Source: an optimization exercise on an open RTL-to-GDS flow (aim: small area, a short achievable clock period and few clock cycles per item). Production flows keep margins and buffers that such runs may drop. Function was checked by simulation only, so behaviour that the tests miss may differ from the original.

## flow/design.v (module list and top-level ports; edited modules follow where they fit)
// module wt_adder: 42 lines
// module wt_add: 2102 lines
// module wt_prod: 22 lines
// module wt_mulc: 814 lines
// module wt_front: 2049 lines
// module wt_norm: 416 lines
// module wt_sine: 123 lines
// module wt_qrom: 1656 lines
// module wt_drom: 1177 lines
module wt_sine (
  input             clk,
  input             rst,
  input             in_valid,
  output            in_ready,
  input      [1:0]  in_op,
  input      [31:0] in_a,
  input      [31:0] in_b,
  output reg        out_valid,
  input             out_ready,
  output reg [31:0] out_data,
  output reg [1:0]  out_fault
);
  // ...
==> flow/flow/run.sh <==
#!/bin/bash
# Own flow: the standard layout (standard.sh, all steps unchanged) with one
# difference: the port buffers that global placement inserts on every input
# and output are sky130_fd_sc_hd__buf_2 cells instead of the resizer's default
# choice (a clkdlybuf4s50 delay cell). The full make output goes to
# standard_flow.log in this folder.
set -euo pipefail
export BUFFER_PORTS_ARGS="-buffer_cell sky130_fd_sc_hd__buf_2"
bash standard.sh > standard_flow.log 2>&1
==> flow/standard.sh <==
#!/bin/bash
# synth_recipe.tcl (not shown) runs the flow's synth.tcl, then flattens the netlist and writes it again
# the make line also repeats each setting of config.mk as NAME=value (left out here)
make -C /OpenROAD-flow-scripts/flow DESIGN_CONFIG=/design/flow/config.mk WORK_HOME=/design/flow/orfs CLKGATE_MAP_FILE= SYNTH_SCRIPT=/design/flow/synth_recipe.tcl "${@:-finish}"
==> flow/config.mk <==
export PLATFORM = sky130hd
export DESIGN_NAME = wt_sine
export DESIGN_NICKNAME = wt_sine
export VERILOG_FILES = /design/flow/design.v
export SDC_FILE = /design/flow/constraint.sdc
export NUM_CORES = 4
export LEC_CHECK = 0
export ABC_AREA = 1
export CAP_MARGIN = 0
export CORE_MARGIN = 2
export CORE_UTILIZATION = 40
export CTS_BUF_LIST = sky130_fd_sc_hd__clkbuf_8
export PLACE_DENSITY = 0.55
export SLEW_MARGIN = 0
export SYNTH_MEMORY_MAX_BITS = 65536
==> flow/constraint.sdc <==
create_clock -name core_clock -period 100.0 [get_ports {clk}]
set_input_delay 20.0000 -clock core_clock [delete_from_list [all_inputs] [get_ports {clk}]]
set_output_delay 20.0000 -clock core_clock [all_outputs]
set_load 0.01 [all_outputs]
==> flow_summary.ini, run 1 <==
[cts]
clock_sinks = 235
clk_latency_ps = 710
numCtsBuffers = 43

[route]
dr_total_vias = 37000
drt-initial-drc-count = 3521
wl_per_cell_um = 24.0
wl_met1_mm = 62.4

[synthesis]
synthMostInstantiatedCell = nand2_1
ys_types = 86
synth-edff-count = 195
yosysTopAreaCellShare_pct = 16.0
synth_top_family_by_area = simple AND/OR/NAND/NOR gates
synthMuxAreaShare_pct = 0.586
yosysWarnings = 1
post_synth.cell_area_avg_um2 = 7.05
synth_cells = 5181

[global_routing]
use_met1_pct = 40.6
gr-total-overflow = 0

[worst_setup_path]
r2r_end = out_data[30]$_DFFE_PP_
path_cells = buf_2
slowest_delay_ps = 380
crit_slowest_cell = edfxtp_1
critical_path_class = reg -> out

[final_layout]
nonClkBufAreaFrac_pct = 3.34
antenna_cells = 2
buffers = 209
fin_nets = 5658

[hold_path]
hp-start = f2[0]$_DFFE_PN_
hp-class = reg -> reg

[sta]
tns_ps = 0
fmax_mhz = 47.1
drv_slew = 0

[run_status]
outcome = finished clean

[placement]
dp_slack_ps = 79040

[floorplanning]
die_area_mm2 = 0.0938
fp.dieH_um = 306
Testbench counts, summed over its fixed seeds: cycles 32,032, items 32,000.
==> run 2: changes to the inputs <==
--- a/flow/config.mk
+++ b/flow/config.mk
@@ -9,7 +9,6 @@
 export CAP_MARGIN = 0
 export CORE_MARGIN = 2
 export CORE_UTILIZATION = 40
-export CTS_BUF_LIST = sky130_fd_sc_hd__clkbuf_8
 export PLACE_DENSITY = 0.55
 export SLEW_MARGIN = 0
 export SYNTH_MEMORY_MAX_BITS = 65536
==> run 2 against run 1 <==
Against the previous run: setup slack better by 120 ps; cell area is 0.26% higher; maximum frequency is 0.56% higher; largest cell class unchanged; count of clock-buffer cells in the layout is 14 lower; die area stayed put; final cell count is 0.36% lower; register-to-register slack hardly changed; critical path depth stayed put; global-route usage is 0.21 points lower; synthesized area stayed put; critical path type unchanged.
==> flow_summary.ini, run 2 <==
[final_layout]
fin_nets = 5643
instances_no_fill = 6362
mostFrequentLayoutCells = nand2_1 (948), inv_1 (755), nor2_1 (412)
drive_gt1_share_pct = 7.73
area_growth_pct = 7.36
final_common_cell = nand2_1

[cts]
cts_hold_buf = 0
root_buffer = clkbuf_16
htree_levels = 1
numCtsBuffers = 28
cts_tree = done
clock_sinks = 235
clkSlewWorstSetupHoldPaths_ps = 60
cts.repair.resized = 0
max-clock-path-buffers = 3
cts_setup_buffers = 0
clk_latency_ps = 590

[sta]
timing.final.crit_share_pct = 21.1
tns_ps = 0
rsz0062_at_grt = no
tightestPinTransition_ps = 1220
drv_slew = 0
fmax_mhz = 47.4
finClkSkew_ps = 21.7
hold_viol_final = 0
max-slew-margin-rel_pct = 17.8
setup_viol = 0
min_period_ps = 21110

[global_routing]
grt_max_degree = 64
antenna_found_initial = 2
grt_pass1_vias = 36800
grt_usage_pct = 32.1
grt_pass1_wl_mm = 231
gr-total-overflow = 0

[floorplanning]
dieWidth_um = 306
initial_core_util_pct = 40.5
boundaryPins = 106
rows = 110
fp.dieH_um = 306
die_area_mm2 = 0.0938
coreArea_mm2 = 0.0903

[synthesis]
synthMostInstantiatedCell = nand2_1
syn_area_mm2 = 0.0365
synthTopCellsByArea = edfxtp_1 (16%), fa_1 (13%), nand2_1 (9.7%)
synth-main-ff-cell = edfxtp_1
syn_nets = 5661
synth_commonest_cells = nand2_1 (949), inv_1 (755), nor2_1 (414)
ys_types = 86
ys_ff_latch = 235
yosysWarnings = 1
post_synth.cell_area_avg_um2 = 7.05
yosysTopAreaCell = edfxtp_1
yosysTopAreaCellShare_pct = 16.0
synth-edff-count = 195
seq_area_frac_synth_pct = 18.2
synth-async-reset-ratio_pct = 0
synth_cells = 5181

[route]
firstDrtPassIters = 6
detail-route-antenna-nets = 0
drc = 0
finalWirelength_mm = 152
drt-initial-drc-count = 3671
via_per_inst = 5.81
wl_per_cell_um = 23.9
dr_total_vias = 37000

[worst_setup_path]
ff2ff_path_depth = 107
crit_fanout = 1
cp-startpoint = out_data[12]$_DFFE_PP_
cp-start-kind = flop
arrival_ps = 1110
critical_path_depth = 1
r2r_start = dd3[1]$_DFFE_PN_
crit_slowest_cell = edfxtp_1
crit_buf_inv = 1
path_delay_family = flip-flops
path_cells = buf_2
r2r_end = out_data[30]$_DFFE_PP_
reg2reg_slack_ps = 80180
slowest_delay_ps = 380
cp-end-kind = output pin
critical_path_class = reg -> out
crit_end = out_data[12]
required_ps = 80000

[run]
maxCapViolations = 0

[placement]
gp_congestion = 0.999
dp.cells = 6309
dp_hpwl_mm = 118
io_buffers = 105

[hold_path]
hp-class = reg -> reg

[run_status]
outcome = finished clean
run 2: cell counts after synthesis:
No cell type changed its count.
run 2: metrics by stage:
stage	instance area, µm²	utilization [%]	setup WS (ps)	hold WS, ps
2_1_floorplan	36500	-	78890	400
3_3_place_gp	38300	42.4	79050	410
3_5_place_dp	38300	42.4	79040	414
4_1_cts	39200	43.4	78850	430
5_1_grt	39200	43.4	78270	441
6_report	39200	43.4	78890	431
run 2: kinds of logic (layout without fill, tap and decap cells):
logic type               Yosys count  after routing  synth area share [%]
AO/OA/AOI/OAI                   1162           1162                  19.3
other                              0              1                     0
XOR/XNOR                         363            363                  8.74
AND/OR/NAND/NOR                 1938           1938                  22.8
flip-flops                       235            235                  18.2
adder cells (fa/ha/maj)          411            411                  19.1
buffers and inverters           1051           1055                  11.2
multiplexers                      21             21                 0.586
run 2: worst min-delay path by stage:
stage / to / from / slack (ps) / cells after the start
floorplan: f3[0]$_DFFE_PN_ / f2[0]$_DFFE_PN_ / 400 / 0
global placement: f3[0]$_DFFE_PN_ / f2[0]$_DFFE_PN_ / 410 / 0
detailed placement: f3[0]$_DFFE_PN_ / f2[0]$_DFFE_PN_ / 410 / 0
CTS: f3[0]$_DFFE_PN_ / f2[0]$_DFFE_PN_ / 430 / 0
global route: f3[0]$_DFFE_PN_ / f2[0]$_DFFE_PN_ / 440 / 0
finish: f3[0]$_DFFE_PN_ / f2[0]$_DFFE_PN_ / 430 / 0
run 2: area by class of cell:
class | instances | area [µm²]
diodes | 1 | 2.50
clock buffers | 31 | 722
clock inverters | 21 | 241
fillers | 9557 | 51100
inverters | 794 | 3000
multi-input cells | 3895 | 25800
flip-flops and latches | 235 | 6660
well taps | 1176 | 1470
repair buffers | 209 | 1310
run 2: worst reg2reg max path: cells and delay by family (launching register included):
| family | cells | cell delay [ps] |
|---|---|---|
| XOR/XNOR | 1 | 270 |
| flip-flops | 1 | 650 |
| adder cells (fa/ha/maj) | 38 | 9250 |
| buffers and inverters | 24 | 2470 |
| AND/OR/NAND/NOR | 31 | 4410 |
| AO/OA/AOI/OAI | 13 | 2470 |
run 2: layer usage:
| metal | part of all wire [%] | vias to the layer above | routed length (µm) | global-route usage (%) |
|---|---|---|---|---|
| met5 | 0 | - | 0 | 0 |
| met4 | 5.8 | 0 | 8870 | 16.5 |
| met3 | 7.4 | 410 | 11200 | 4.59 |
| met2 | 46 | 1684 | 70800 | 53.6 |
| met1 | 40 | 17500 | 61500 | 40.5 |
| li1 | - | 17400 | - | - |
==> run 3: changes to the inputs <==
--- a/flow/config.mk
+++ b/flow/config.mk
@@ -9,6 +9,8 @@
 export CAP_MARGIN = 0
 export CORE_MARGIN = 2
 export CORE_UTILIZATION = 40
+export CTS_CLUSTER_DIAMETER = 150
+export CTS_CLUSTER_SIZE = 24
 export PLACE_DENSITY = 0.55
 export SLEW_MARGIN = 0
 export SYNTH_MEMORY_MAX_BITS = 65536
==> run 3 against run 2 <==
Against the previous run: synthesized cell count stayed put; setup slack better by 28 ps; via count decreased by 0.42%; die area is the same; register-to-register slack lost 70 ps; final cell count fell by 0.39%; count of clock-buffer cells in the layout down 10; maximum frequency increased by 0.13%; non-clock buffer count is the same.
==> flow_summary.ini, run 3 <==
[run_status]
outcome = finished clean

[final_layout]
fin_area_mm2 = 0.0388
area_growth_pct = 6.19
final_common_cell = nand2_1
mostFrequentLayoutCells = nand2_1 (948), inv_1 (755), nor2_1 (412)
fin_nets = 5631
drive_gt1_share_pct = 7.33

[route]
drc = 0
dr_total_vias = 36800
finalWirelength_mm = 152
detail-route-antenna-nets = 0
via_per_inst = 5.81
drt-initial-drc-count = 3524
firstDrtPassIters = 6
wl_per_cell_um = 24.0

[worst_setup_path]
path_delay_family = flip-flops
crit_buf_inv = 1
crit_slowest_cell = edfxtp_1
arrival_ps = 1080
crit_fanout = 1
critical_path_class = reg -> out
slowest_delay_ps = 390
required_ps = 80000
cp-end-kind = output pin
cp-start-kind = flop
path_cells = buf_2

[synthesis]
synth_compound_area_share_pct = 19.3
synth-async-reset-ratio_pct = 0
ys_ff_latch = 235
synthMuxAreaShare_pct = 0.586
syn_area_mm2 = 0.0365
yosysTopAreaCellShare_pct = 16.0
synthAdderAreaFrac_pct = 19.1
synth_xor_area_share_pct = 8.74
synth_cells = 5181
ys_types = 86
synth_top_family_by_area = simple AND/OR/NAND/NOR gates
yosysTopAreaCell = edfxtp_1
synthSimpleGateAreaFrac_pct = 22.8
synthTopCellsByArea = edfxtp_1 (16%), fa_1 (13%), nand2_1 (9.7%)
post_synth.cell_area_avg_um2 = 7.05
synth-edff-count = 195
synthMostInstantiatedCell = nand2_1
yosysWarnings = 1
syn_nets = 5661
seq_area_frac_synth_pct = 18.2
synth_commonest_cells = nand2_1 (949), inv_1 (755), nor2_1 (414)
synth-main-ff-cell = edfxtp_1

[global_routing]
gr-total-overflow = 0
grt_usage_pct = 32.1
antenna_found_initial = 2
grt_pass1_wl_mm = 231
grt_max_degree = 64
grt_pass1_vias = 36700

[sta]
min_period_ps = 21080
drv_slew = 0
tightestPinTransition_ps = 1260
finClkSkew_ps = 27.9
timing.final.crit_share_pct = 21.1
hold_viol_final = 0
setup_slack_ps = 78920
rsz0062_at_grt = no
max-slew-margin-rel_pct = 15.2
setup_viol = 0
fmax_mhz = 47.4
tns_ps = 0

[floorplanning]
die_area_mm2 = 0.0938
boundaryPins = 106
rows = 110
dieWidth_um = 306
coreArea_mm2 = 0.0903
fp.dieH_um = 306
initial_core_util_pct = 40.5

[hold_path]
hp-class = reg -> reg

[placement]
gp_congestion = 0.999
dp_hpwl_mm = 118
postPlaceCellArea_mm2 = 0.0383
dp_slack_ps = 79040
io_buffers = 105

[cts]
cts_tree = done
max-clock-path-buffers = 3
root_buffer = clkbuf_16
htree_levels = 1
clock_sinks = 235
clk_latency_ps = 560
cts.repair.resized = 0
numCtsBuffers = 16
cts_setup_buffers = 0
clkSlewWorstSetupHoldPaths_ps = 90
cts_hold_buf = 0

[run]
maxCapViolations = 0
run 3: per-stage QoR:
step | hold slack, ps | utilization [%] | instances
after global placement | 410 | 42.4 | 6309
after global routing | 451 | 43.0 | 6336
final | 439 | 43.0 | 6337
after floorplan | 400 | - | 5181
after detailed placement | 414 | 42.4 | 6309
after CTS | 438 | 43.0 | 6336
run 3: final cells by class:
class                   count  area [µm²]
fillers                  9600       51500
multi-input cells        3895       25800
flip-flops and latches    235        6660
inverters                 794        3000
well taps                1176        1470
repair buffers            209        1310
clock buffers              21         440
clock inverters             6        97.6
diodes                      1        2.50
run 3: cell families after synthesis:
logic type / after synthesis
flip-flops: 235
AO/OA/AOI/OAI: 1162
XOR/XNOR: 363
multiplexers: 21
buffers and inverters: 1051
adder cells (fa/ha/maj): 411
AND/OR/NAND/NOR: 1938
run 3: path summary, 6_finish.rpt:
check                         startpoint                endpoint  slack, ps  cells past startpoint
setup / recovery  out_data[13]$_DFFE_PP_            out_data[13]      78920                      1
hold / removal           j2[8]$_DFFE_PN_         j3[8]$_DFFE_PN_        440                      0
setup reg to reg        dd3[1]$_DFFE_PN_  out_data[30]$_DFFE_PP_      80110                    105
hold reg to reg          j2[8]$_DFFE_PN_         j3[8]$_DFFE_PN_        440                      0
run 3: layer usage:
metal | routed length (µm) | vias to the layer above | GRT usage [%]
met1 | 61800 | 17400 | 40.5
met4 | 8920 | 0 | 16.6
met3 | 10800 | 390 | 4.39
met5 | 0 | - | 0
met2 | 70500 | 1677 | 53.5
li1 | - | 17300 | -
==> run 4: changes to the inputs <==
--- a/flow/config.mk
+++ b/flow/config.mk
@@ -10,7 +10,7 @@
 export CORE_MARGIN = 2
 export CORE_UTILIZATION = 40
 export CTS_CLUSTER_DIAMETER = 150
-export CTS_CLUSTER_SIZE = 24
+export CTS_CLUSTER_SIZE = 28
 export PLACE_DENSITY = 0.55
 export SLEW_MARGIN = 0
 export SYNTH_MEMORY_MAX_BITS = 65536
==> run 4 against run 3 <==
Against the previous run: non-clock buffer count unchanged; first-iteration DRC count rose by 8.3%; die area is the same; synthesized area unchanged; largest cell class unchanged; cell area is 0.18% lower.
==> flow_summary.ini, run 4 <==
[run_status]
outcome = finished clean

[floorplanning]
rows = 110
boundaryPins = 106
die_area_mm2 = 0.0938
coreArea_mm2 = 0.0903
fp.dieH_um = 306
dieWidth_um = 306
initial_core_util_pct = 40.5

[sta]
setup_viol = 0
hold_viol_final = 0
setup_slack_ps = 78910
drv_slew = 0
timing.final.crit_share_pct = 21.1
max-slew-margin-rel_pct = 17.8
rsz0062_at_grt = no
min_period_ps = 21090
tightestPinTransition_ps = 1220
tns_ps = 0
finClkSkew_ps = 26.8
fmax_mhz = 47.4

[synthesis]
synth_commonest_cells = nand2_1 (949), inv_1 (755), nor2_1 (414)
yosysTopAreaCellShare_pct = 16.0
ys_ff_latch = 235
synth-edff-count = 195
ys_types = 86
synthMostInstantiatedCell = nand2_1
post_synth.cell_area_avg_um2 = 7.05
yosysTopAreaCell = edfxtp_1
synth-async-reset-ratio_pct = 0
seq_area_frac_synth_pct = 18.2
synthTopCellsByArea = edfxtp_1 (16%), fa_1 (13%), nand2_1 (9.7%)
syn_nets = 5661
synth-main-ff-cell = edfxtp_1
synth_cells = 5181
syn_area_mm2 = 0.0365
yosysWarnings = 1

[worst_setup_path]
critical_path_class = reg -> out
crit_fanout = 1
crit_slowest_cell = edfxtp_1
path_delay_family = flip-flops
arrival_ps = 1090
required_ps = 80000
slowest_delay_ps = 400
path_cells = buf_2
crit_buf_inv = 1
cp-start-kind = flop
cp-end-kind = output pin

[route]
finalWirelength_mm = 152
firstDrtPassIters = 6
detail-route-antenna-nets = 0
via_per_inst = 5.81
dr_total_vias = 36800
drc = 0
drt-initial-drc-count = 3815
top_layer_used = met4
wl_met1_mm = 61.9
wl_per_cell_um = 24.0
routed-wl-met3_mm = 10.5
met2_length_mm = 71.0

[final_layout]
mostFrequentLayoutCells = nand2_1 (948), inv_1 (755), nor2_1 (412)
utilization_pct = 42.9
final_common_cell = nand2_1
area_growth_pct = 6.00
fillers = 9617
antenna_cells = 0
fin_nets = 5629
drive_gt1_share_pct = 7.27

[cts]
cts_hold_buf = 0
cts_tree = done
clk_latency_ps = 550
htree_levels = 1
clkSlewWorstSetupHoldPaths_ps = 100
root_buffer = clkbuf_16
clock_sinks = 235
numCtsBuffers = 14
cts.repair.resized = 0
cts_setup_buffers = 0
max-clock-path-buffers = 3

[placement]
dp_hpwl_mm = 118
io_buffers = 105
dp_slack_ps = 79040
gp_congestion = 0.999

[hold_path]
hp-class = reg -> reg

[global_routing]
grt_pass1_wl_mm = 230
grt_max_degree = 64
antenna_found_initial = 2
grt_usage_pct = 32.1
grt_pass1_vias = 36600
gr-total-overflow = 0

[run]
maxCapViolations = 0
-- run 4: cell counts after synthesis --
Identical to the previous run, type by type.
-- run 4: metrics by stage --
stage	std cells	hold slack [ps]	cell area, µm²
detailed placement	6309	414	38300
global placement	6309	410	38300
CTS	6333	442	38700
global route	6333	454	38700
floorplan	5181	400	36500
finish	6333	437	38700
-- run 4: final cells by class --
type,count,area (µm²),area share [%]
clock inverters,5,81.3,0.210
clock buffers,19,390,1.01
repair buffers,209,1310,3.37
well taps,1176,1470,3.80
inverters,794,3000,7.74
multi-input cells,3895,25800,66.7
flip-flops and latches,235,6660,17.2
-- run 4: path summary, 6_finish.rpt --
path	endpoint	startpoint	slack, ps	depth (start not counted)
worst min register to register	j3[8]$_DFFE_PN_	j2[8]$_DFFE_PN_	440	0
worst max register to register	out_data[30]$_DFFE_PP_	dd3[1]$_DFFE_PN_	80130	105
worst min-delay path	j3[8]$_DFFE_PN_	j2[8]$_DFFE_PN_	440	0
worst max-delay path	out_data[13]	out_data[13]$_DFFE_PP_	78910	1
-- run 4: per-layer routing --
layer | track usage [%] | vias up
li1 | - | 17300
met1 | 40.5 | 17500
met2 | 53.6 | 1638
met3 | 4.32 | 377
met4 | 16.2 | 0
met5 | 0 | -
-- run 4: cell families after synthesis --
logic type	share of synthesized area, %
and+or+nand+nor	22.8
AOI/OAI and AO/OA	19.3
buffers and inverters	11.2
adders and majority gates	19.1
xor gates and xnor gates	8.74
DFF	18.2
muxes	0.586
==> run 5: changes to the inputs <==
--- a/flow/config.mk
+++ b/flow/config.mk
@@ -9,8 +9,8 @@
 export CAP_MARGIN = 0
 export CORE_MARGIN = 2
 export CORE_UTILIZATION = 40
-export CTS_CLUSTER_DIAMETER = 150
-export CTS_CLUSTER_SIZE = 28
+export CTS_CLUSTER_DIAMETER = 120
+export CTS_CLUSTER_SIZE = 19
 export PLACE_DENSITY = 0.55
 export SLEW_MARGIN = 0
 export SYNTH_MEMORY_MAX_BITS = 65536
==> run 5 against run 4 <==
Against the previous run: still clean on timing, DRC and antenna; flip-flop and latch count unchanged; wire length up 0.16%; clock skew rose by 2.2 ps; synthesized area unchanged; via count hardly changed; critical endpoint unchanged; highest routed layer unchanged.
==> flow_summary.ini, run 5 <==
[run_status]
outcome = finished clean

[synthesis]
synth_top_family_by_area = simple AND/OR/NAND/NOR gates
synth-async-reset-ratio_pct = 0
synthAdderAreaFrac_pct = 19.1
syn_area_mm2 = 0.0365
post_synth.cell_area_avg_um2 = 7.05
yosysWarnings = 1
ys_types = 86
synthSimpleGateAreaFrac_pct = 22.8
yosysTopAreaCellShare_pct = 16.0
synth_compound_area_share_pct = 19.3
yosysTopAreaCell = edfxtp_1
synthMuxAreaShare_pct = 0.586
synth-main-ff-cell = edfxtp_1
synth_cells = 5181
synth_commonest_cells = nand2_1 (949), inv_1 (755), nor2_1 (414)
synth-edff-count = 195
synthTopCellsByArea = edfxtp_1 (16%), fa_1 (13%), nand2_1 (9.7%)
synthMostInstantiatedCell = nand2_1
ys_ff_latch = 235
seq_area_frac_synth_pct = 18.2
syn_nets = 5661
synth_xor_area_share_pct = 8.74

[worst_setup_path]
r2r_start = dd3[1]$_DFFE_PN_
reg2reg_slack_ps = 80160
slowest_delay_ps = 390
cp-start-kind = flop
cp-startpoint = out_data[13]$_DFFE_PP_
critical_path_depth = 1
crit_buf_inv = 1
arrival_ps = 1080
path_cells = buf_2
critical_path_class = reg -> out
cp-end-kind = output pin
crit_slowest_cell = edfxtp_1
ff2ff_path_depth = 105
required_ps = 80000
path_delay_family = flip-flops
crit_end = out_data[13]
r2r_end = out_data[30]$_DFFE_PP_
crit_fanout = 1

[final_layout]
area_growth_pct = 6.52
mostFrequentLayoutCells = nand2_1 (948), inv_1 (755), nor2_1 (412)
register_area_mm2 = 0.00666
drive_gt1_share_pct = 7.43
antenna_cells = 0
fillers = 9586
fin_nets = 5635
final_common_cell = nand2_1
multiInputGateArea_mm2 = 0.0258

[sta]
max-slew-margin-rel_pct = 19.1
setup_viol = 0
drv_slew = 0
finClkSkew_ps = 29.0
timing.final.crit_share_pct = 21.1
tightestPinTransition_ps = 1200
min_period_ps = 21080
rsz0062_at_grt = no
whs_ps = 436
tns_ps = 0
fmax_mhz = 47.4
hold_viol_final = 0

[route]
dr_total_vias = 36800
detail-route-antenna-nets = 0
finalWirelength_mm = 152
via_per_inst = 5.80
wl_per_cell_um = 24.0
drc = 0
firstDrtPassIters = 7
drt-initial-drc-count = 3702

[cts]
htree_levels = 1
clk_latency_ps = 560
cts_hold_buf = 0
cts.repair.resized = 0
cts_setup_buffers = 0
cts_tree = done
clkSlewWorstSetupHoldPaths_ps = 80
root_buffer = clkbuf_16
numCtsBuffers = 20
max-clock-path-buffers = 3
clock_sinks = 235

[global_routing]
antenna_found_initial = 2
grt_pass1_wl_mm = 231
grt_usage_pct = 32.1
grt_pass1_vias = 36700
gr-total-overflow = 0
grt_max_degree = 64

[floorplanning]
fp.dieH_um = 306
rows = 110
dieWidth_um = 306
initial_core_util_pct = 40.5
die_area_mm2 = 0.0938
coreArea_mm2 = 0.0903
boundaryPins = 106

[placement]
io_buffers = 105
gp_congestion = 0.999
dp_hpwl_mm = 118

[run]
maxCapViolations = 0

[hold_path]
hp-class = reg -> reg
hp-start = j2[8]$_DFFE_PN_
[run 5: final cells by class]
cell class | count | share of cell area, %
clock inverters | 9 | 0.286
multi-input cells | 3895 | 66.4
repair buffers | 209 | 3.36
clock buffers | 27 | 1.41
flip-flops and latches | 235 | 17.1
inverters | 794 | 7.70
well taps | 1176 | 3.78
[run 5: worst reg2reg max path, delay by kind of cell (launching register included)]
kind	cells	cell delay, ps
buffers and inverters	24	2480
adders and majority gates	38	9250
xor gates and xnor gates	1	270
AOI/OAI and AO/OA	13	2650
and+or+nand+nor	29	4250
DFF	1	670
[run 5: stage by stage]
step                std cells  instance area (µm²)  setup WS [ps]  util (%)
detailed placement       6309                38300          79040      42.4
CTS                      6345                38900          78880      43.1
finish                   6345                38900          78920      43.1
global route             6345                38900          78250      43.1
floorplan                5181                36500          78890         -
global placement         6309                38300          79050      42.4
[run 5: worst min path at each step]
stage	end	depth (start not counted)
2_1_floorplan	f3[0]$_DFFE_PN_	0
3_3_place_gp	f3[0]$_DFFE_PN_	0
3_5_place_dp	f3[0]$_DFFE_PN_	0
4_1_cts	f3[0]$_DFFE_PN_	0
5_1_grt	f3[0]$_DFFE_PN_	0
6_report	j3[8]$_DFFE_PN_	0
[run 5: metal layers]
metal / wire length, µm / up-vias / track usage, %
li1: - / 17300 / -
met1: 61800 / 17400 / 40.5
met2: 71000 / 1650 / 53.7
met3: 10700 / 400 / 4.40
met4: 8850 / 0 / 16.5
met5: 0 / - / 0
[run 5: cells by family (layout without fill, tap and decap cells)]
logic type | after synthesis | after routing
buffers and inverters | 1051 | 1039
adders and majority gates | 411 | 411
AOI/OAI and AO/OA | 1162 | 1162
and+or+nand+nor | 1938 | 1938
xor gates and xnor gates | 363 | 363
muxes | 21 | 21
DFF | 235 | 235
==> run 6: changes to the inputs <==
--- a/flow/config.mk
+++ b/flow/config.mk
@@ -8,9 +8,9 @@
 export ABC_AREA = 1
 export CAP_MARGIN = 0
 export CORE_MARGIN = 2
-export CORE_UTILIZATION = 40
-export CTS_CLUSTER_DIAMETER = 120
-export CTS_CLUSTER_SIZE = 19
-export PLACE_DENSITY = 0.55
+export CORE_UTILIZATION = 50
+export CTS_CLUSTER_DIAMETER = 150
+export CTS_CLUSTER_SIZE = 24
+export PLACE_DENSITY = 0.65
 export SLEW_MARGIN = 0
 export SYNTH_MEMORY_MAX_BITS = 65536
==> run 6 against run 5 <==
Against the previous run: still clean; flip-flop and latch count stayed put; die area is 20% lower; count of clock-buffer cells in the layout is 9 lower; critical path type unchanged; critical endpoint unchanged; largest cell class unchanged.
==> flow_summary.ini, run 6 <==
[synthesis]
yosysWarnings = 1
syn_nets = 5661
ys_types = 86
synth_top_family_by_area = simple AND/OR/NAND/NOR gates
synth_commonest_cells = nand2_1 (949), inv_1 (755), nor2_1 (414)
synth_compound_area_share_pct = 19.3
synth-async-reset-ratio_pct = 0
synth-main-ff-cell = edfxtp_1
synth-edff-count = 195
seq_area_frac_synth_pct = 18.2
synthAdderAreaFrac_pct = 19.1
synthSimpleGateAreaFrac_pct = 22.8
yosysTopAreaCell = edfxtp_1
synth_cells = 5181
yosysTopAreaCellShare_pct = 16.0
synth_xor_area_share_pct = 8.74
synthMuxAreaShare_pct = 0.586
post_synth.cell_area_avg_um2 = 7.05
ys_ff_latch = 235
synthTopCellsByArea = edfxtp_1 (16%), fa_1 (13%), nand2_1 (9.7%)
syn_area_mm2 = 0.0365
synthMostInstantiatedCell = nand2_1

[cts]
clkSlewWorstSetupHoldPaths_ps = 110
clk_latency_ps = 560
cts.repair.resized = 0
cts_setup_buffers = 0
htree_levels = 1
numCtsBuffers = 15
root_buffer = clkbuf_16
cts_hold_buf = 0
clock_sinks = 235
cts_tree = done
max-clock-path-buffers = 3

[worst_setup_path]
critical_path_class = reg -> out
cp-start-kind = flop
crit_buf_inv = 1
path_cells = buf_2
crit_slowest_cell = edfxtp_1
path_delay_family = flip-flops
slowest_delay_ps = 380
cp-end-kind = output pin
arrival_ps = 1070
crit_fanout = 1
required_ps = 80000

[global_routing]
antenna_found_initial = 1
grt_max_degree = 67
gr-total-overflow = 0
met2_usage_pct = 58.4
busiest_layer = met2
grt_usage_pct = 37.3
grt_pass1_wl_mm = 216
met3_usage_pct = 7.14
use_met1_pct = 47.6
grt_pass1_vias = 35800

[final_layout]
fin_nets = 5635
area_growth_pct = 5.33
fillers = 7374
mostFrequentLayoutCells = nand2_1 (948), inv_1 (755), nor2_1 (413)
final_common_cell = nand2_1
drive_gt1_share_pct = 7.36
instances_no_fill = 6121
antenna_cells = 0

[placement]
dp_hpwl_mm = 111
io_buffers = 105
dp.cells = 6097
gp_congestion = 1.09

[sta]
timing.final.crit_share_pct = 21.1
whs_ps = 446
setup_viol = 0
rsz0062_at_grt = no
finClkSkew_ps = 38.5
fmax_mhz = 47.5
hold_viol_final = 0
tightestPinTransition_ps = 1220
min_period_ps = 21070
tns_ps = 0
max-slew-margin-rel_pct = 17.6
drv_slew = 0

[route]
finalWirelength_mm = 142
drt-initial-drc-count = 4304
drc = 0
dr_total_vias = 37600
wl_per_cell_um = 23.2
detail-route-antenna-nets = 0
via_per_inst = 6.15
firstDrtPassIters = 8

[floorplanning]
die_area_mm2 = 0.0753
boundaryPins = 106
coreArea_mm2 = 0.0727
fp.dieH_um = 274
rows = 99
dieWidth_um = 274
initial_core_util_pct = 50.3

[run_status]
outcome = finished clean

[run]
maxCapViolations = 0

[hold_path]
hp-class = reg -> reg
-- run 6: changes by cell type in the layout (fill, tap and decap cells not counted) --
cell,previous run,this run
inv_6,3,4
clkbuf_16,21,15
clkinv_8,4,1
clkinv_1,8,7
inv_12,0,1
buf_4,104,109
clkbuf_1,6,3
nor2_2,13,12
inv_16,0,1
clkinv_2,1,2
nor2_1,412,413
inv_8,3,0
-- run 6: cells by family after synthesis --
logic type               Yosys count
XOR/XNOR                         363
AND/OR/NAND/NOR                 1938
adder cells (fa/ha/maj)          411
buffers and inverters           1051
flip-flops                       235
AO/OA/AOI/OAI                   1162
multiplexers                      21
-- run 6: cell type report --
type / instances / area [µm²] / area share, %
clock buffer: 18 / 387 / 1.00
sequential: 235 / 6660 / 17.3
inverter: 794 / 3000 / 7.79
clock inverter: 6 / 75.1 / 0.195
multi-input combinational: 3895 / 25800 / 67.1
timing repair buffer: 214 / 1340 / 3.49
tap: 959 / 1200 / 3.12
-- run 6: routing by layer --
| layer | vias up | share of wire, % |
|---|---|---|
| met3 | 547 | 10 |
| met2 | 2231 | 44 |
| li1 | 17300 | - |
| met5 | - | 0.013 |
| met1 | 17600 | 39 |
| met4 | 2 | 7.4 |
-- run 6: stage by stage --
stage                     instance area [µm²]  util [%]  worst slack (ps)
final                                   38500      52.9             78930
after global routing                    38500      52.9             78410
after CTS                               38500      52.9             78900
after detailed placement                38000      52.3             78850
after global placement                  38000      52.3             78880
after floorplan                         36500         -             78890
-- run 6: path summary, 6_finish.rpt --
| kind | start | to | slack [ps] | cells past startpoint |
|---|---|---|---|---|
| worst min-delay path | f2[0]$_DFFE_PN_ | f3[0]$_DFFE_PN_ | 450 | 0 |
| worst min register to register | f2[0]$_DFFE_PN_ | f3[0]$_DFFE_PN_ | 450 | 0 |
| worst max-delay path | out_data[13]$_DFFE_PP_ | out_data[13] | 78930 | 1 |
| worst max register to register | dd3[1]$_DFFE_PN_ | out_data[30]$_DFFE_PP_ | 80230 | 105 |
==> run 7: changes to the inputs <==
==> flow/run.sh (new file) <==
#!/bin/bash
# synth_recipe.tcl (not shown) runs the flow's synth.tcl, then flattens the netlist and writes it again
# the make line also repeats each setting of config.mk as NAME=value (left out here)
make -C /OpenROAD-flow-scripts/flow DESIGN_CONFIG=/design/flow/config.mk WORK_HOME=/design/flow/orfs CLKGATE_MAP_FILE= SYNTH_SCRIPT=/design/flow/synth_recipe.tcl finish
--- a/flow/config.mk
+++ b/flow/config.mk
@@ -8,9 +8,7 @@
 export ABC_AREA = 1
 export CAP_MARGIN = 0
 export CORE_MARGIN = 2
-export CORE_UTILIZATION = 50
-export CTS_CLUSTER_DIAMETER = 150
-export CTS_CLUSTER_SIZE = 24
-export PLACE_DENSITY = 0.65
+export CORE_UTILIZATION = 40
+export PLACE_DENSITY = 0.55
 export SLEW_MARGIN = 0
 export SYNTH_MEMORY_MAX_BITS = 65536
removed: flow/flow/run.sh
removed: flow/standard.sh
==> run 7 against run 6 <==
Against the previous run: wire length is 7.1% higher; critical endpoint is now out_valid.
==> flow_summary.ini, run 7 <==
[run_status]
outcome = finished clean

[sta]
rsz0062_at_grt = no
timing.final.crit_share_pct = 21.5
tns_ps = 0
finClkSkew_ps = 10.8
tightestPinTransition_ps = 1410
setup_slack_ps = 78480
drv_slew = 0
max-slew-margin-rel_pct = 4.49
fmax_mhz = 46.5
hold_viol_final = 0
min_period_ps = 21520
setup_viol = 0

[final_layout]
mostFrequentLayoutCells = nand2_1 (948), inv_1 (755), nor2_1 (413)
antenna_cells = 0
multiInputGateArea_mm2 = 0.0258
drive_gt1_share_pct = 5.80
instances_no_fill = 6367
area_growth_pct = 8.83
register_area_mm2 = 0.00666
fillers = 9518
fin_nets = 5649
final_common_cell = nand2_1

[synthesis]
syn_area_mm2 = 0.0365
synth_commonest_cells = nand2_1 (949), inv_1 (755), nor2_1 (414)
syn_nets = 5661
synth-main-ff-cell = edfxtp_1
yosysTopAreaCellShare_pct = 16.0
ys_ff_latch = 235
synthSimpleGateAreaFrac_pct = 22.8
synthAdderAreaFrac_pct = 19.1
seq_area_frac_synth_pct = 18.2
synth_top_family_by_area = simple AND/OR/NAND/NOR gates
post_synth.cell_area_avg_um2 = 7.05
yosysWarnings = 1
yosysTopAreaCell = edfxtp_1
synth_compound_area_share_pct = 19.3
synthTopCellsByArea = edfxtp_1 (16%), fa_1 (13%), nand2_1 (9.7%)
synth-edff-count = 195
synth-async-reset-ratio_pct = 0
synthMuxAreaShare_pct = 0.586
synthMostInstantiatedCell = nand2_1
synth_xor_area_share_pct = 8.74
synth_cells = 5181
ys_types = 86

[cts]
htree_levels = 1
cts.repair.resized = 0
numCtsBuffers = 28
cts_tree = done
cts_hold_buf = 0
clkSlewWorstSetupHoldPaths_ps = 60
clock_sinks = 235
clk_latency_ps = 610
cts_setup_buffers = 0
max-clock-path-buffers = 3
root_buffer = clkbuf_16

[worst_setup_path]
path_cells = clkdlybuf4s50_1
path_delay_family = buffers and inverters
required_ps = 80000
cp-start-kind = flop
critical_path_class = reg -> out
crit_buf_inv = 1
arrival_ps = 1520
crit_fanout = 3
slowest_delay_ps = 550
cp-end-kind = output pin
crit_slowest_cell = clkdlybuf4s50_1

[route]
dr_total_vias = 37300
drc = 0
via_per_inst = 5.86
drt-initial-drc-count = 3709
detail-route-antenna-nets = 0
finalWirelength_mm = 152
firstDrtPassIters = 8
wl_per_cell_um = 23.9

[placement]
dp.cells = 6315
dp_slack_ps = 78410
gp_congestion = 0.959
dp_hpwl_mm = 117
io_buffers = 105

[floorplanning]
fp.dieH_um = 306
boundaryPins = 106
initial_core_util_pct = 40.5
rows = 110
coreArea_mm2 = 0.0903
dieWidth_um = 306
die_area_mm2 = 0.0938

[global_routing]
grt_pass1_vias = 36400
gr-total-overflow = 0
grt_max_degree = 72
grt_usage_pct = 31.8
grt_pass1_wl_mm = 228
antenna_found_initial = 4

[hold_path]
hp-class = reg -> reg

[run]
maxCapViolations = 0
run 7: cells by family (layout without fill, tap and decap cells):
kind of cell / Yosys count / count (layout)
buffers and inverters: 1051 / 1061
and+or+nand+nor: 1938 / 1938
muxes: 21 / 21
adders and majority gates: 411 / 411
DFF: 235 / 235
AOI/OAI and AO/OA: 1162 / 1162
xor gates and xnor gates: 363 / 363
run 7: area by class of cell:
cell class	instances	area share [%]
Multi-Input combinational cell	3895	64.9
Sequential cell	235	16.7
Inverter	794	7.54
Timing Repair Buffer	215	4.72
Tap cell	1176	3.70
Clock buffer	35	1.90
Clock inverter	17	0.453
run 7: metrics by stage:
step | utilization [%] | instance area, µm² | hold WS (ps)
after detailed placement | 43.0 | 38800 | 407
after global routing | 44.0 | 39800 | 437
after floorplan | - | 36500 | 400
after CTS | 44.0 | 39800 | 421
after global placement | 43.0 | 38800 | 407
final | 44.0 | 39800 | 419
run 7: path summary, 6_finish.rpt:
kind | startpoint | slack (ps) | depth (start not counted) | endpoint
worst min-delay path | f2[0]$_DFFE_PN_ | 420 | 0 | f3[0]$_DFFE_PN_
worst max-delay path | out_valid$_SDFFE_PP0P_ | 78480 | 1 | out_valid
worst max register to register | dd3[0]$_DFFE_PN_ | 80350 | 106 | out_data[30]$_DFFE_PP_
worst min register to register | f2[0]$_DFFE_PN_ | 420 | 0 | f3[0]$_DFFE_PN_
run 7: routing by layer:
layer	track usage [%]	wire length, µm
met5	0	42
met1	40.2	61100
met3	5.27	11900
met4	17.0	9510
met2	52.1	69300

## static timing again, ports no longer ideal
How much do the figures lean on ideal ports? The routed layouts below were timed once more, with nothing changed but the port constraints. Step 1 assumes that a clkbuf_16 drives the clock port and a buf_2 every other input. Step 2 times the ports against the registers' clock, not the clock port: input delays grow and output delays shrink by t, the midpoint of the rising clock arrivals with the driver on. Three values: ideal ports, drivers, drivers and shift; two values: the first two.
run	t, ns	slack for setup (ns)	hold slack, ns	clock arrival spread, ns	worst register clock-pin slew, ns
run 1	0.737	78.774 / 78.710 / 79.030	0.430 / 0.430 / 0.430	0.068 / 0.068	0.09 / 0.09
run 2	0.653	78.892 / 78.821 / 79.035	0.431 / 0.431 / 0.431	0.022 / 0.023	0.07 / 0.07
run 3	0.609	78.920 / 78.851 / 79.028	0.439 / 0.439 / 0.439	0.031 / 0.031	0.10 / 0.10
run 4	0.611	78.911 / 78.840 / 79.033	0.437 / 0.437 / 0.437	0.027 / 0.027	0.11 / 0.11
run 5	0.619	78.918 / 78.848 / 79.022	0.436 / 0.436 / 0.436	0.033 / 0.033	0.09 / 0.09
run 6	0.609	78.932 / 78.862 / 78.844	0.446 / 0.446 / 0.446	0.038 / 0.038	0.11 / 0.11
run 7	0.673	78.478 / 78.413 / 78.422	0.419 / 0.419 / 0.419	0.013 / 0.013	0.06 / 0.06
After both steps every run listed still meets setup and hold. The setup slack of run 6, which loses most, moves by -0.070 ns with the drivers and by -0.088 ns with both steps.
